What follows belongs to an exercise in optimizing a design on an open flow for small area, a short achievable clock period and few clock cycles; a production flow would make more cautious choices. In this exercise RTL edits were held to simulation tests only and were not proved equivalent to the original. Power is estimated from default activity; no workload was simulated.

==> flow/design.v (excerpt) <==
module frame_codec (
    input  wire       clk,
    input  wire       rst,
    input  wire       enc_valid,
    input  wire [7:0] enc_data,
    output wire       enc_ready,
    output wire       tx_valid,
    output wire [7:0] tx_data,
    output wire       tx_last,
    input  wire       tx_ready,
    input  wire       rx_valid,
    input  wire [7:0] rx_data,
    input  wire       rx_last,
    output wire       rx_ready,
    output wire       body_valid,
    output wire [7:0] body_data,
    input  wire       body_ready,
    output wire       res_valid,
    output wire [2:0] res_cause,
    input  wire       res_ready
);
    frame_encoder u_enc (
        .clk(clk), .rst(rst),
        .in_valid(enc_valid), .in_data(enc_data), .in_ready(enc_ready),
        .tx_valid(tx_valid), .tx_data(tx_data), .tx_last(tx_last),
        .tx_ready(tx_ready)
    );
    frame_decoder u_dec (
        .clk(clk), .rst(rst),
        .rx_valid(rx_valid), .rx_data(rx_data), .rx_last(rx_last),
        .rx_ready(rx_ready),
        .body_valid(body_valid), .body_data(body_data), .body_ready(body_ready),
        .res_valid(res_valid), .res_cause(res_cause), .res_ready(res_ready)
    );
endmodule
Size: about 560 cells after synthesis, roughly 110 flip-flops, ~49 I/O pins, about 5200 µm² of cells after synthesis.
export LEC_CHECK = 0
export ABC_AREA = 1
export ABC_CLOCK_PERIOD_IN_PS = 2000
export CAP_MARGIN = 20
export CORE_MARGIN = 2
export CORE_UTILIZATION = 55
export SETUP_SLACK_MARGIN = 2.35
export SLEW_MARGIN = 20
export TNS_END_PERCENT = 0
export BUFFER_PORTS_ARGS = -buffer_cell sky130_fd_sc_hd__buf_1
export CTS_ARGS = -sink_clustering_enable -repair_clock_nets -buf_list sky130_fd_sc_hd__clkbuf_8 -dont_use_dummy_load
create_clock -name core_clock -period 4.0 [get_ports {clk}]
standard.sh (not shown) runs the stock make flow with config.mk's settings and CLKGATE_MAP_FILE= SYNTH_SCRIPT=/design/flow/synth_recipe.tcl, a recipe that flattens the netlist after the stock synthesis.
==> flow/flow/run.sh <==
#!/bin/bash
# Standard ORFS layout with three changes:
#  - synthesis is the standard flow's own script, except that the ABC mapping step runs
#    flow/deep.abc (deeper AIG optimisation, area mapping) in place of
#    abc_area.script; registers are mapped before ABC and are untouched,
#  - the port buffers are inserted as small buf_1 cells (the resizer still
#    upsizes any that timing needs),
#  - clock tree synthesis with clkbuf_8 and no dummy loads.
# Each tool's log is under orfs/logs; make's output is in standard.log.
set -euo pipefail
cat >> config.mk <<'CFG'
export BUFFER_PORTS_ARGS = -buffer_cell sky130_fd_sc_hd__buf_1
export CTS_ARGS = -sink_clustering_enable -repair_clock_nets -buf_list sky130_fd_sc_hd__clkbuf_8 -dont_use_dummy_load
CFG
export MY_ABC_SCRIPT="$PWD/flow/deep.abc"
{
  cat <<'TCL'
proc abc {args} {
  set i [lsearch -exact $args -script]
  if {$i >= 0} { set args [lreplace $args [expr {$i+1}] [expr {$i+1}] $::env(MY_ABC_SCRIPT)] }
  yosys abc {*}$args
}
TCL
  cat synth_recipe.tcl
} > my_synth.tcl
sed "s|SYNTH_SCRIPT=[^ ]*synth_recipe.tcl|SYNTH_SCRIPT=$PWD/my_synth.tcl|" standard.sh > my_standard.sh
grep -q "SYNTH_SCRIPT=$PWD/my_synth.tcl" my_standard.sh
bash my_standard.sh > standard.log 2>&1
==> flow/flow/deep.abc <==
strash
&get -n
&deepsyn -T 60
&put
dch
map -B 0.9
topo
stime -c
buffer -c
upsize -c
dnsize -c
Testbench counts at the start, summed over its fixed seeds: cycles 4,443.
Next try:
CORE_UTILIZATION = 40   (was 55)
SETUP_SLACK_MARGIN = 2.5   (was 2.35)
What happened: The new run finished with timing, DRC and antenna clean. Routed wire length drops by about 1.8%. Combinational power fell by about 1%. Cell area is higher by about 1%. Sequential power hardly moves. Utilization decreases by 17 points. Non-clock buffer count decreases by 1. Global-route usage shrinks by 6.3 points.
Next try:
SETUP_SLACK_MARGIN = 2.1   (was 2.5)
Effect:
- design area drops by 2.6%
- area after synthesis stays flat
- power shrinks by about 10%
Next try:
==> flow/flow/deep.abc (replaced) <==
strash
&get -n
&deepsyn -T 120
&put
dch
map -B 0.9
topo
stime -c
buffer -c
upsize -c
dnsize -c
SETUP_SLACK_MARGIN = 2.35   (was 2.1)
After rerunning: The new run produced a clean layout; first-iteration DRC count rose by about 64%; power came out higher by about 12%; cell count hardly moves.

* * *

frame_codec again, from the RTL that the note above started with.
==> flow/design.v (excerpt) <==
module frame_codec (
    input  wire       clk,
    input  wire       rst,
    input  wire       enc_valid,
    input  wire [7:0] enc_data,
    output wire       enc_ready,
    output wire       tx_valid,
    output wire [7:0] tx_data,
    output wire       tx_last,
    input  wire       tx_ready,
    input  wire       rx_valid,
    input  wire [7:0] rx_data,
    input  wire       rx_last,
    output wire       rx_ready,
    output wire       body_valid,
    output wire [7:0] body_data,
    input  wire       body_ready,
    output wire       res_valid,
    output wire [2:0] res_cause,
    input  wire       res_ready
);
clock: 4.0 ns
lec_check: 0
abc_area: 1
abc_clock_period_in_ps: 2000
cap_margin: 20
core_margin: 2
core_utilization: 40
setup_slack_margin: 2.3
slew_margin: 20
tns_end_percent: 20
buffer_ports_args: -buffer_cell sky130_fd_sc_hd__buf_1
cts_args: -sink_clustering_enable -repair_clock_nets -buf_list sky130_fd_sc_hd__clkbuf_8 -dont_use_dummy_load
==> flow/flow/deep.abc <==
strash
&get -n
&deepsyn -T 60
&put
dch
map -B 0.9
topo
stime -c
buffer -c
upsize -c
dnsize -c
Scripts as last shown in full above: flow/flow/run.sh
The baseline ran to the end with no violations.
Testbench counts at the start, summed over its fixed seeds: cycles 4,443.
Change:
--- a/flow/config.mk
+++ b/flow/config.mk
@@ -11,7 +11,8 @@
 export CORE_MARGIN = 2
 export CORE_UTILIZATION = 40
-export SETUP_SLACK_MARGIN = 2.3
+export GPL_TIMING_DRIVEN = 0
+export SETUP_SLACK_MARGIN = 2.35
 export SLEW_MARGIN = 20
-export TNS_END_PERCENT = 20
+export TNS_END_PERCENT = 0
 export BUFFER_PORTS_ARGS = -buffer_cell sky130_fd_sc_hd__buf_1
 export CTS_ARGS = -sink_clustering_enable -repair_clock_nets -buf_list sky130_fd_sc_hd__clkbuf_8 -dont_use_dummy_load
What happened: Sequential share of layout area is lower by 0.73 points. Power is higher by 1.6%. Final cell count is higher by 0.88%. Register-to-register slack gets better by 30 ps. Die area is unchanged. Via count is higher by 0.49%. Sequential power stays flat. Synthesized cell count stays the same.
Change:
--- a/flow/config.mk
+++ b/flow/config.mk
@@ -11,6 +11,5 @@
 export CORE_MARGIN = 2
 export CORE_UTILIZATION = 40
-export GPL_TIMING_DRIVEN = 0
-export SETUP_SLACK_MARGIN = 2.35
+export SETUP_SLACK_MARGIN = 2.2
 export SLEW_MARGIN = 20
 export TNS_END_PERCENT = 0
Clock power hardly moves.
Worst setup slack loses 52 ps.
Register-to-register slack loses 110 ps.
Count of clock-buffer cells in the layout does not change.
Change:
--- a/flow/flow/run.sh
+++ b/flow/flow/run.sh
@@ -4,5 +4,5 @@
 #    flow/deep.abc (deeper AIG optimisation, area mapping) in place of
 #    abc_area.script; registers are mapped before ABC and are untouched,
-#  - the port buffers are inserted as small buf_1 cells (the resizer still
+#  - the port buffers are inserted as buf_2 cells (the resizer still
 #    upsizes any that timing needs),
 #  - clock tree synthesis with clkbuf_8 and no dummy loads.
@@ -10,5 +10,5 @@
 set -euo pipefail
 cat >> config.mk <<'CFG'
-export BUFFER_PORTS_ARGS = -buffer_cell sky130_fd_sc_hd__buf_1
+export BUFFER_PORTS_ARGS = -buffer_cell sky130_fd_sc_hd__buf_2
 export CTS_ARGS = -sink_clustering_enable -repair_clock_nets -buf_list sky130_fd_sc_hd__clkbuf_8 -dont_use_dummy_load
 CFG
--- a/flow/config.mk
+++ b/flow/config.mk
@@ -11,7 +11,7 @@
 export CORE_MARGIN = 2
 export CORE_UTILIZATION = 40
-export SETUP_SLACK_MARGIN = 2.2
+export SETUP_SLACK_MARGIN = 2.35
 export SLEW_MARGIN = 20
 export TNS_END_PERCENT = 0
-export BUFFER_PORTS_ARGS = -buffer_cell sky130_fd_sc_hd__buf_1
+export BUFFER_PORTS_ARGS = -buffer_cell sky130_fd_sc_hd__buf_2
 export CTS_ARGS = -sink_clustering_enable -repair_clock_nets -buf_list sky130_fd_sc_hd__clkbuf_8 -dont_use_dummy_load
=> The changed run produced a clean layout. Worst setup slack improves by 17 ps. Clock-buffer cell count does not change. Wire length is higher by 4.4%. Die area does not change. Utilization is higher by 0.73 points. Final area is higher by 1.6%. Clock power is lower by about 2%. Power is higher by 0.79%. Synthesized cell count stays the same.
Change:
--- a/flow/flow/run.sh
+++ b/flow/flow/run.sh
@@ -4,5 +4,5 @@
 #    flow/deep.abc (deeper AIG optimisation, area mapping) in place of
 #    abc_area.script; registers are mapped before ABC and are untouched,
-#  - the port buffers are inserted as buf_2 cells (the resizer still
+#  - the port buffers are inserted as small buf_1 cells (the resizer still
 #    upsizes any that timing needs),
 #  - clock tree synthesis with clkbuf_8 and no dummy loads.
@@ -10,5 +10,5 @@
 set -euo pipefail
 cat >> config.mk <<'CFG'
-export BUFFER_PORTS_ARGS = -buffer_cell sky130_fd_sc_hd__buf_2
+export BUFFER_PORTS_ARGS = -buffer_cell sky130_fd_sc_hd__buf_1
 export CTS_ARGS = -sink_clustering_enable -repair_clock_nets -buf_list sky130_fd_sc_hd__clkbuf_8 -dont_use_dummy_load
 CFG
--- a/flow/config.mk
+++ b/flow/config.mk
@@ -14,4 +14,4 @@
 export SLEW_MARGIN = 20
 export TNS_END_PERCENT = 0
-export BUFFER_PORTS_ARGS = -buffer_cell sky130_fd_sc_hd__buf_2
+export BUFFER_PORTS_ARGS = -buffer_cell sky130_fd_sc_hd__buf_1
 export CTS_ARGS = -sink_clustering_enable -repair_clock_nets -buf_list sky130_fd_sc_hd__clkbuf_8 -dont_use_dummy_load
Synthesized area stays the same.
Core utilization rose by 0.20 points.
Global-route usage fell by 0.38 points.
Sequential share of layout area fell by 0.19 points.
Synthesized cell count is unchanged.
Maximum frequency rose by 1.7%.
Die area stays the same.
Critical path depth fell by 8.
Worst setup slack gains 29 ps.
Wire length rose by 0.46%.
Register-to-register slack gains 120 ps.

[what the ideal ports hide]
No port has a modelled driver above. Below, the same layouts with a new extraction and two added sets of constraints. Step 1: set_driving_cell puts a clkbuf_16 on clk and a buf_2 on each other input, an assumption about the parent block. Step 2 moves the port delays by t, midway between the first and last clock arrival at a register: inputs arrive t later, outputs are due t later. That takes back most of the time a late clock gives input paths. Slacks: ideal / step 1 / step 2; pairs: ideal / step 1.
| run | t, ns | slack for setup (ns) | worst hold slack (ns) | worst slew at a driven data input, ns |
|---|---|---|---|---|
| the first run of note 1 | 0.387 | 2.281 / 2.249 / 1.906 | 0.455 / 0.455 / 0.455 | 0.04 |
| the second run of note 1 | 0.399 | 2.289 / 2.256 / 1.902 | 0.454 / 0.454 / 0.454 | 0.03 |
| the third run of note 1 | 0.410 | 2.150 / 2.158 / 1.748 | 0.475 / 0.475 / 0.475 | 0.04 |
| the fourth run of note 1 | 0.400 | 2.290 / 2.254 / 1.904 | 0.454 / 0.454 / 0.454 | 0.03 |
| the first run of note 2 | 0.399 | 2.268 / 2.233 / 1.895 | 0.455 / 0.455 / 0.455 | 0.05 |
| the second run of note 2 | 0.405 | 2.296 / 2.262 / 1.922 | 0.453 / 0.453 / 0.453 | 0.05 |
| the third run of note 2 | 0.409 | 2.245 / 2.233 / 1.847 | 0.466 / 0.466 / 0.466 | 0.04 |
| the fourth run of note 2 | 0.402 | 2.262 / 2.256 / 1.870 | 0.466 / 0.466 / 0.466 | 0.03 |
| the fifth run of note 2 | 0.400 | 2.290 / 2.254 / 1.904 | 0.454 / 0.454 / 0.454 | 0.03 |
After both steps setup and hold are still met in every run listed. The setup slack of the third run of note 1, which loses most, moves by +0.008 ns with the drivers and by -0.402 ns with both steps.
